This is an optimization exercise on Yosys and OpenROAD, whose aim is small area, a short achievable clock period and few clock cycles, not a production implementation. In this exercise RTL edits were held to simulation tests only and were not proved equivalent to the original. Power figures rest on the tool's default switching activity, not on a simulated workload.

==> inputs of run a <==
==> flow/design.v (excerpt) <==
module pfc #(
    parameter PIX_CAP = 128,
    parameter AW      = 7
) (
    input  wire         clk,
    input  wire         rst,
    input  wire         in_valid,
    output wire         in_ready,
    input  wire [143:0] in_cmd,
    output wire         out_valid,
    input  wire         out_ready,
    output wire [143:0] out_rsp
);
    localparam [7:0] OP_NEW = 8'h01, OP_SET = 8'h02, OP_AT = 8'h03,
                     OP_FILL = 8'h04, OP_CLEAR = 8'h05, OP_BOUNDS = 8'h06,
                     OP_CMODEL = 8'h07, OP_GEOM = 8'h08, OP_PIXRD = 8'h09,
                     OP_CONV = 8'h0A;
    localparam [2:0] ST_OK = 3'd0, ST_ILLEGAL = 3'd1, ST_STATE = 3'd2,
                     ST_BYTEORDER = 3'd3, ST_DIM = 3'd4, ST_CAP = 3'd5,
                     ST_RANGE = 3'd6;
    localparam [3:0] M_MONO = 4'd0, M_GRAY2 = 4'd1, M_GRAY4 = 4'd2,
                     M_RGB15 = 4'd3, M_RGB16 = 4'd4, M_RGBA = 4'd5;
    localparam [2:0] F_MONO = 3'd0, F_MONOVLSB = 3'd1, F_GRAY2 = 3'd2,
                     F_GRAY4 = 3'd3, F_RGB15 = 3'd4, F_RGB16 = 3'd5;
    function col_legal;
        input [71:0] c;
        reg [3:0]  m;
        reg        o;
        reg [63:0] p;
        begin
            m = c[71:68];
  ...
Settings: LEC_CHECK=0, CAP_MARGIN=20, CORE_MARGIN=2, CORE_UTILIZATION=55, SLEW_MARGIN=20; clock period 16.0 ns.
standard.sh (not shown) runs the stock make flow with config.mk's settings and CLKGATE_MAP_FILE= SYNTH_SCRIPT=/design/flow/synth_recipe.tcl, a recipe that flattens the netlist after the stock synthesis.
==> flow/flow/run.sh <==
#!/bin/bash
# The standard layout, with these changes to how it is made:
#  - ORFS's repair_timing steps (floorplan, CTS, global route) aim for setup
#    slack of MARGIN ns at the design's clock, so they also shorten paths
#    that already meet it;
#  - CTS clusters more sinks per leaf buffer, with smaller buffers and no
#    dummy loads (a balanced tree, as before);
#  - every port still gets a buffer, but a plain buf_2 rather than the
#    delay cell buffer_ports picks by default.
set -euo pipefail
MARGIN=10.5
CTS="-sink_clustering_enable -repair_clock_nets -sink_clustering_size 16 -sink_clustering_max_diameter 60 -buf_list sky130_fd_sc_hd__clkbuf_8 -dont_use_dummy_load"
BUFP="-buffer_cell sky130_fd_sc_hd__buf_2"
sed "s|CLKGATE_MAP_FILE= |CLKGATE_MAP_FILE= SETUP_SLACK_MARGIN=$MARGIN 'CTS_ARGS=$CTS' 'BUFFER_PORTS_ARGS=$BUFP' |" standard.sh > standard_margin.sh
bash standard_margin.sh > flow_make.log 2>&1
==> run b (differences from run a) <==
--- a/flow/design.v
+++ b/flow/design.v
@@ -701,55 +701,56 @@
     reg         bo_q;
     reg  [30:0] w_q;
     reg  [30:0] h_q;
     reg  [AW-1:0] strd_q;              
     reg  [AW:0] len_q;                 
     reg          p1_v;
     reg          p2_v;
-    reg          p2_nw;                
+    reg          p2_np;                
     reg  [1:0]   ob_n;                 
     reg          rdy_q;                
     reg          ov_q;                 
     wire adv   = !ob_n[1];             
-    wire a_adv = adv;
+    wire a_adv = adv && !(p2_v && p2_np);    
     assign in_ready  = rdy_q;
     assign out_valid = ov_q;
     wire [7:0]  i_op = in_cmd[143:136];
     wire [31:0] i_a  = in_cmd[135:104];
     wire [31:0] i_b  = in_cmd[103:72];
     wire [71:0] i_c  = in_cmd[71:0];
     wire [3:0]  i_nf = i_c[71:68];
     wire i_legal_c = col_legal(i_c);
-    reg  i_ill;
-    always @(*) begin
-        case (i_op)
-            OP_NEW:    i_ill = (i_c[64:0] != 0) || (i_nf > 4'd5) ||
-                               ((i_nf <= 4'd3) && (i_c[67] || (i_c[66:65] != 2'd0)));
-            OP_SET:    i_ill = !i_legal_c;
-            OP_AT:     i_ill = (i_c != 0);
-            OP_FILL:   i_ill = (i_a != 0) || (i_b != 0) || !i_legal_c;
-            OP_CLEAR, OP_BOUNDS, OP_CMODEL, OP_GEOM:
-                       i_ill = (i_a != 0) || (i_b != 0) || (i_c != 0);
-            OP_PIXRD:  i_ill = (i_a != 0) || (i_b != 0) || (i_c[71:64] != 0);
-            OP_CONV:   i_ill = (i_a[31:5] != 0) || (i_b != 0) || !i_legal_c ||
-                               (i_a[3:0] > 4'd5) ||
-                               (i_a[4] && (i_a[3:0] != M_RGB15) && (i_a[3:0] != M_RGB16));
-            default:   i_ill = 1'b1;
-        endcase
-    end
+    wire [8:0] i_fl;
+    assign i_fl[0] = (i_a != 0);
+    assign i_fl[1] = (i_a[31:5] != 0);
+    assign i_fl[2] = (i_b != 0);
+    assign i_fl[3] = (i_c != 0);
+    assign i_fl[4] = (i_c[71:64] != 0);
+    assign i_fl[5] = !i_legal_c;
+    assign i_fl[6] = (i_c[64:0] != 0) || (i_nf > 4'd5) ||                  
+                     ((i_nf <= 4'd3) && (i_c[67] || (i_c[66:65] != 2'd0)));
+    assign i_fl[7] = (i_a[3:0] > 4'd5) ||                                   
+                     (i_a[4] && (i_a[3:0] != M_RGB15) && (i_a[3:0] != M_RGB16));
+    assign i_fl[8] = (i_op == 8'd0) || (i_op > OP_CONV);                     
     wire [63:0] i_rgba0 = to_rgba(i_c[71:68], i_c[67], i_c[63:0]);
     wire        i_pixrd = (i_op == OP_PIXRD);
     wire        i_new   = (i_op == OP_NEW);
-    wire [63:0] i_rgba  = i_new ? {i_a, i_b} :
-                          {i_rgba0[63:8], i_pixrd ? i_c[7:0] : i_rgba0[7:0]};
+    wire        s_new   = (i_op[3:0] == OP_NEW[3:0]);
+    wire        s_pixrd = (i_op[3:0] == OP_PIXRD[3:0]);
+    wire [63:0] i_rgba  = s_new ? {i_a, i_b} :
+                          {i_rgba0[63:8], s_pixrd ? i_c[7:0] : i_rgba0[7:0]};
     wire [11:0] i_xs    = {(i_a[31:11] == 0), i_a[10:0]};
     wire [11:0] i_ys    = {(i_b[31:11] == 0), i_b[10:0]};
+    wire        i_wbig  = (i_a[30:11] != 0);
+    wire        i_hbig  = (i_b[30:11] != 0);
     wire        i_hinz  = (i_c[63:8] != 0);
     reg         p1_new, p1_set, p1_at, p1_fill, p1_clear, p1_bounds,
-                p1_cmodel, p1_geom, p1_pixrd, p1_conv, p1_ill, p1_hinz;
+                p1_cmodel, p1_geom, p1_pixrd, p1_conv, p1_hinz;
+    reg  [8:0]  p1_fl;
+    reg         p1_wbig, p1_hbig;
     reg  [11:0] p1_a, p1_b;            
     reg  [6:0]  p1_cm;                 
     reg  [63:0] p1_rgba;
     always @(posedge clk) begin
         if (in_ready) begin
             p1_new    <= i_new;
             p1_set    <= (i_op == OP_SET);
@@ -757,33 +758,44 @@
             p1_fill   <= (i_op == OP_FILL);
             p1_clear  <= (i_op == OP_CLEAR);
             p1_bounds <= (i_op == OP_BOUNDS);
             p1_cmodel <= (i_op == OP_CMODEL);
             p1_geom   <= (i_op == OP_GEOM);
             p1_pixrd  <= i_pixrd;
             p1_conv   <= (i_op == OP_CONV);
-            p1_ill    <= i_ill;
+            p1_fl     <= i_fl;
+            p1_wbig   <= i_wbig;
+            p1_hbig   <= i_hbig;
             p1_hinz   <= i_hinz;
             p1_a      <= i_xs;
             p1_b      <= i_ys;
             p1_cm     <= i_c[71:65];
             p1_rgba   <= i_rgba;
         end
     end
     wire [3:0]  n_fmt = p1_cm[6:3];
     wire        n_ord = p1_cm[2];
     wire [1:0]  n_boc = p1_cm[1:0];
     wire [31:0] n_w = p1_rgba[63:32];
     wire [31:0] n_h = p1_rgba[31:0];
     wire [31:0] new_stride = stride_of(n_fmt[2:0], {20'd0, n_w[10:0]});
     wire [31:0] new_rows   = rows_of(n_fmt[2:0], {20'd0, n_h[10:0]});
-    wire [AW+1:0] new_stride_c = ((n_w[30:11] != 0) || (new_stride > PIX_CAP)) ? PIX_CAP + 1
-                                                                              : new_stride[AW+1:0];
-    wire [AW+1:0] new_rows_c   = ((n_h[30:11] != 0) || (new_rows > PIX_CAP)) ? PIX_CAP + 1
-                                                                            : new_rows[AW+1:0];
+    wire [AW+1:0] new_stride_c = (p1_wbig || (new_stride > PIX_CAP)) ? PIX_CAP + 1
+                                                                     : new_stride[AW+1:0];
+    wire [AW+1:0] new_rows_c   = (p1_hbig || (new_rows > PIX_CAP)) ? PIX_CAP + 1
+                                                                   : new_rows[AW+1:0];
+    wire p1_ill = (p1_new    && p1_fl[6]) ||
+                  (p1_set    && p1_fl[5]) ||
+                  (p1_at     && p1_fl[3]) ||
+                  (p1_fill   && (p1_fl[0] || p1_fl[2] || p1_fl[5])) ||
+                  ((p1_clear || p1_bounds || p1_cmodel || p1_geom) &&
+                               (p1_fl[0] || p1_fl[2] || p1_fl[3])) ||
+                  (p1_pixrd  && (p1_fl[0] || p1_fl[2] || p1_fl[4])) ||
+                  (p1_conv   && (p1_fl[1] || p1_fl[2] || p1_fl[5] || p1_fl[7])) ||
+                  p1_fl[8];
     function [8:0] max_rows;
         input [8:0] sc;
         case (sc)
             9'd1: max_rows = 9'd128;
             9'd2: max_rows = 9'd64;
             9'd3: max_rows = 9'd42;
             9'd4: max_rows = 9'd32;
@@ -911,15 +923,14 @@
             9'd126: max_rows = 9'd1;
             9'd127: max_rows = 9'd1;
             9'd128: max_rows = 9'd1;
             9'd129: max_rows = 9'd0;
             default: max_rows = 9'd511;
         endcase
     endfunction
-    wire a_cap = (new_rows_c > max_rows(new_stride_c));
     reg  [3:0] native_model;
     always @(*) begin
         case (fmt_q)
             F_MONO, F_MONOVLSB: native_model = M_MONO;
             F_GRAY2:            native_model = M_GRAY2;
             F_GRAY4:            native_model = M_GRAY4;
             F_RGB15:            native_model = M_RGB15;
@@ -972,29 +983,28 @@
     wire [7:0]    wb1      = bo_q ? word_nv[15:8] : word_nv[7:0];
     reg  [2:0]  a_st;
     reg  [1:0]  a_kind;                
     reg  [71:0] a_d;
     reg         a_dz;                  
     reg  [1:0]  a_rd;                  
     reg         a_all, a_word, a_lane;
-    reg         a_try, a_nw;
+    reg         a_try;
     reg         a_lconv;               
     reg  [1:0]  a_gk;
     reg  [AW-1:0] a_addr;
     always @(*) begin
         a_st    = ST_OK;
         a_kind  = 2'd0;
         a_d     = 72'd0;
         a_dz    = 1'b0;
         a_rd    = 2'd0;
         a_all   = 1'b0;
         a_word  = 1'b0;
         a_lane  = 1'b0;
         a_try   = 1'b0;
-        a_nw    = 1'b0;
         a_lconv = 1'b0;
         a_gk    = tgt_gk;
         a_addr  = off;
         if (p1_ill) begin
             a_st = ST_ILLEGAL;
         end else if (p1_conv) begin
             a_d     = {p1_a[3:0], p1_a[4], 3'b000, conv_hi};
@@ -1006,19 +1016,15 @@
                 a_st = ST_BYTEORDER;
             else if (n_w[31] || n_h[31])
                 a_st = ST_DIM;
             else begin
                 a_try = 1'b1;
                 a_all = 1'b1;
                 a_dz  = 1'b1;
-                a_d   = {30'd0, new_rows_c, new_stride_c, 24'd0};
-                if (a_cap)
-                    a_st = ST_CAP;
-                else
-                    a_nw = 1'b1;
+                a_d   = {30'd0, new_rows_c, new_stride_c, 24'd0};    
             end
         end else if (!valid_q) begin
             a_st = ST_STATE;
         end else begin
             if (p1_set) begin
                 a_dz = 1'b1;
                 if (in_bounds) begin
@@ -1072,44 +1078,44 @@
     reg  [2:0]  p2_sh;
     reg  [3:0]  p2_lm;
     reg         p2_rgb, p2_r15, p2_bo;
     reg         p2_hinz, p2_a7, p2_geom;
     wire a_load = a_adv && p1_v;
     wire p1_v_n  = in_ready ? in_valid : p1_v;
     wire p2_v_n  = adv ? a_load : p2_v;
+    wire p2_np_n = adv ? (a_load && a_try) : p2_np;
     always @(posedge clk) begin
         if (rst) begin
             p1_v    <= 1'b0;
             p2_v    <= 1'b0;
-            p2_nw   <= 1'b0;
+            p2_np   <= 1'b0;
             rdy_q   <= 1'b1;
             valid_q <= 1'b0;
         end else begin
             p1_v  <= p1_v_n;
             p2_v  <= p2_v_n;
-            if (adv)
-                p2_nw <= a_load && a_nw;
-            rdy_q <= !ob_n_n[1] || !p1_v_n;
-            if (a_load && a_nw)
-                valid_q <= 1'b1;
+            p2_np <= p2_np_n;
+            rdy_q <= (!ob_n_n[1] && !(p2_v_n && p2_np_n)) || !p1_v_n;
             if (a_load && a_try) begin
                 fmt_q    <= n_fmt[2:0];
                 fm_mono  <= (n_fmt[2:0] == F_MONO);
                 fm_vlsb  <= (n_fmt[2:0] == F_MONOVLSB);
                 fm_g2    <= (n_fmt[2:0] == F_GRAY2);
                 fm_g4    <= (n_fmt[2:0] == F_GRAY4);
                 fm_rgb   <= (n_fmt[2:0] == F_RGB15) || (n_fmt[2:0] == F_RGB16);
                 ord_q    <= n_ord;
                 bo_q     <= n_boc[0];
                 w_q      <= n_w[30:0];
                 h_q      <= n_h[30:0];
-                strd_q   <= new_stride[AW-1:0];
+                strd_q   <= new_stride_c[AW-1:0];
             end
-            if (adv && p2_v && p2_nw)
+            if (adv && p2_v && p2_np && !b_cap) begin
+                valid_q <= 1'b1;
                 len_q   <= b_len[AW:0];
+            end
         end
     end
     always @(posedge clk) begin
         if (a_adv) begin
             p2_st    <= a_st;
             p2_kind  <= a_kind;
             p2_d     <= a_d;
@@ -1130,14 +1136,15 @@
             p2_bo    <= bo_q;
             p2_hinz  <= p1_hinz;
             p2_a7    <= p1_rgba[7];
             p2_geom  <= p1_geom;
         end
     end
     wire [2*AW+3:0] b_len = p2_d[AW+25:24] * p2_d[2*AW+27:AW+26];
+    wire            b_cap = (p2_d[2*AW+27:AW+26] > max_rows(p2_d[AW+25:24]));
     wire [15:0] l_hi  = p2_lcs[32:17] + p2_lcs[16:1] + {15'd0, p2_lcs[0]};
     wire [3:0]  p2_l4 = l_hi[15:12];
     reg  [7:0] pat;                    
     reg  [3:0] lv;                     
     always @(*) begin
         case (p2_gk)
             2'd1:    begin pat = {8{p2_l4[3]}};   lv = {3'd0, p2_l4[3]};   end
@@ -1175,15 +1182,16 @@
             2'd2:    rdat = {8'd0, b_aok ? rbyte : 8'd0};
             default: rdat = 16'd0;
         endcase
     end
     wire [71:0] b_rc = (p2_dz ? 72'd0 : p2_d) | {56'd0, rdat} |
                        {68'd0, p2_lconv ? lv : 4'd0} |
                        {64'd0, p2_geom && (p2_st == ST_OK) ? len_q : 8'd0};
-    wire [2:0]  b_st = (p2_rd == 2'd2 && !b_aok) ? ST_RANGE : p2_st;
+    wire [2:0]  b_st = (p2_np && b_cap) ? ST_CAP :
+                       (p2_rd == 2'd2 && !b_aok) ? ST_RANGE : p2_st;
     reg  [2:0]  ob0_st, ob1_st;
     reg  [1:0]  ob1_kind;
     reg  [71:0] ob0_rc, ob1_rc;
     reg  [31:0] ob0_ra, ob0_rb;        
     wire take = out_ready && ov_q;
     wire push = adv && p2_v;
     wire [1:0] ob_n_n = ob_n + {1'b0, push} - {1'b0, take};
==> flow/flow/run.sh (replaced) <==
#!/bin/bash
# The standard layout, with these changes to how it is made:
#  - ORFS's repair_timing steps (floorplan, CTS, global route) aim for setup
#    slack of MARGIN ns at the design's clock, so they also shorten paths
#    that already meet it;
#  - CTS clusters more sinks per leaf buffer, with smaller buffers and no
#    dummy loads (a balanced tree, as before);
#  - every port still gets a buffer, but a plain buf_2 rather than the
#    delay cell buffer_ports picks by default.
set -euo pipefail
MARGIN=11.5
CTS="-sink_clustering_enable -repair_clock_nets -sink_clustering_size 24 -sink_clustering_max_diameter 80 -buf_list sky130_fd_sc_hd__clkbuf_16 -dont_use_dummy_load"
BUFP="-buffer_cell sky130_fd_sc_hd__buf_2"
sed "s|CLKGATE_MAP_FILE= |CLKGATE_MAP_FILE= SETUP_SLACK_MARGIN=$MARGIN 'CTS_ARGS=$CTS' 'BUFFER_PORTS_ARGS=$BUFP' |" standard.sh > standard_margin.sh
bash standard_margin.sh > flow_make.log 2>&1
==> run c (differences from run a) <==
==> flow/flow/run.sh (replaced) <==
#!/bin/bash
# The standard layout, with these changes to how it is made:
#  - ORFS's repair_timing steps (floorplan, CTS, global route) aim for setup
#    slack of MARGIN ns at the design's clock, so they also shorten paths
#    that already meet it;
#  - CTS clusters more sinks per leaf buffer, with smaller buffers and no
#    dummy loads (a balanced tree, as before);
#  - every port still gets a buffer, but a plain buf_2 rather than the
#    delay cell buffer_ports picks by default.
set -euo pipefail
MARGIN=10.5
CTS="-sink_clustering_enable -repair_clock_nets -sink_clustering_size 24 -sink_clustering_max_diameter 80 -buf_list sky130_fd_sc_hd__clkbuf_16 -dont_use_dummy_load"
BUFP="-buffer_cell sky130_fd_sc_hd__buf_2"
sed "s|CLKGATE_MAP_FILE= |CLKGATE_MAP_FILE= SETUP_SLACK_MARGIN=$MARGIN 'CTS_ARGS=$CTS' 'BUFFER_PORTS_ARGS=$BUFP' |" standard.sh > standard_margin.sh
bash standard_margin.sh > flow_make.log 2>&1
==> comparison table <==
Total of plain and repair buffers excluding clock buffers: run a 466; run b 549; run c 467
Flop-to-flop setup slack: run a 10410 ps; run b 11050 ps; run c 10510 ps
Sequential Area: run a 47200 sq um; run b 47700 sq um; run c 47200 sq um
Via count normalized by instance count: run a 6.59; run b 6.61; run c 6.61
Clk sinks: run a 1574; run b 1593; run c 1574
Antenna violations before repair: run a 43; run b 25; run c 39
Mean post-synth cell area: run a 14.1 sq um; run b 14.2 sq um; run c 14.1 sq um
Grt met3 use: run a 11.7%; run b 8.67%; run c 11.2%
Final core utilization: run a 59.6%; run b 61.2%; run c 59.8%
Outcome: run a finished clean; run b complete, but fails checks; run c finished clean
Violated checks: run a -; run b max-capacitance violations, max-slew violations; run c -
Fraction of power spent switching nets: run a 42.4%; run b 40.5%; run c 41.9%
Simple-gate share of the synthesized area: run a 7.86%; run b 7.95%; run c 7.86%
Area of combinational cells with multiple inputs: run a 30600 sq um; run b 31000 sq um; run c 30600 sq um
1st-pass router iterations: run a 8; run b 7; run c 9
H-tree levels: run a 4; run b 3; run c 3
Clock distribution power: run a 2.04 mW; run b 2.35 mW; run c 2.25 mW
Skew final: run a 141 ps; run b 113 ps; run c 114 ps
Data required time of the critical path: run a 16600 ps; run b 16450 ps; run c 16480 ps
Testbench counts of run a, summed over its fixed seeds: cycles 13,219.
Testbench counts of run b, summed over its fixed seeds: cycles 13,299.
Testbench counts of run c, summed over its fixed seeds: cycles 13,219.

## static timing again, ports no longer ideal
The flow's constraints put no driver on any port. The routed layouts listed below were extracted and timed again, unchanged, in two steps. Step 1: set_driving_cell puts a clkbuf_16 on clk and a buf_2 on each other input, an assumption about the parent block. Step 2 times the ports against the registers' clock, not the clock port: input delays grow and output delays shrink by t, the midpoint of the rising clock arrivals with the driver on. Three values: no drivers, after step 1, after step 2; two values: the first two.
run | shift t [ns] | slack for setup (ns) | worst register clock-pin slew, ns
run a | 0.938 | 10.409 / 10.409 / 9.625 | 0.11 / 0.11
run b | 0.797 | 11.047 / 11.047 / 10.482 | 0.10 / 0.10
run c | 0.772 | 10.510 / 10.510 / 9.852 | 0.10 / 0.10
For run a, which loses most, drivers alone change the setup slack by 0.000 ns; drivers and shift together by -0.784 ns.
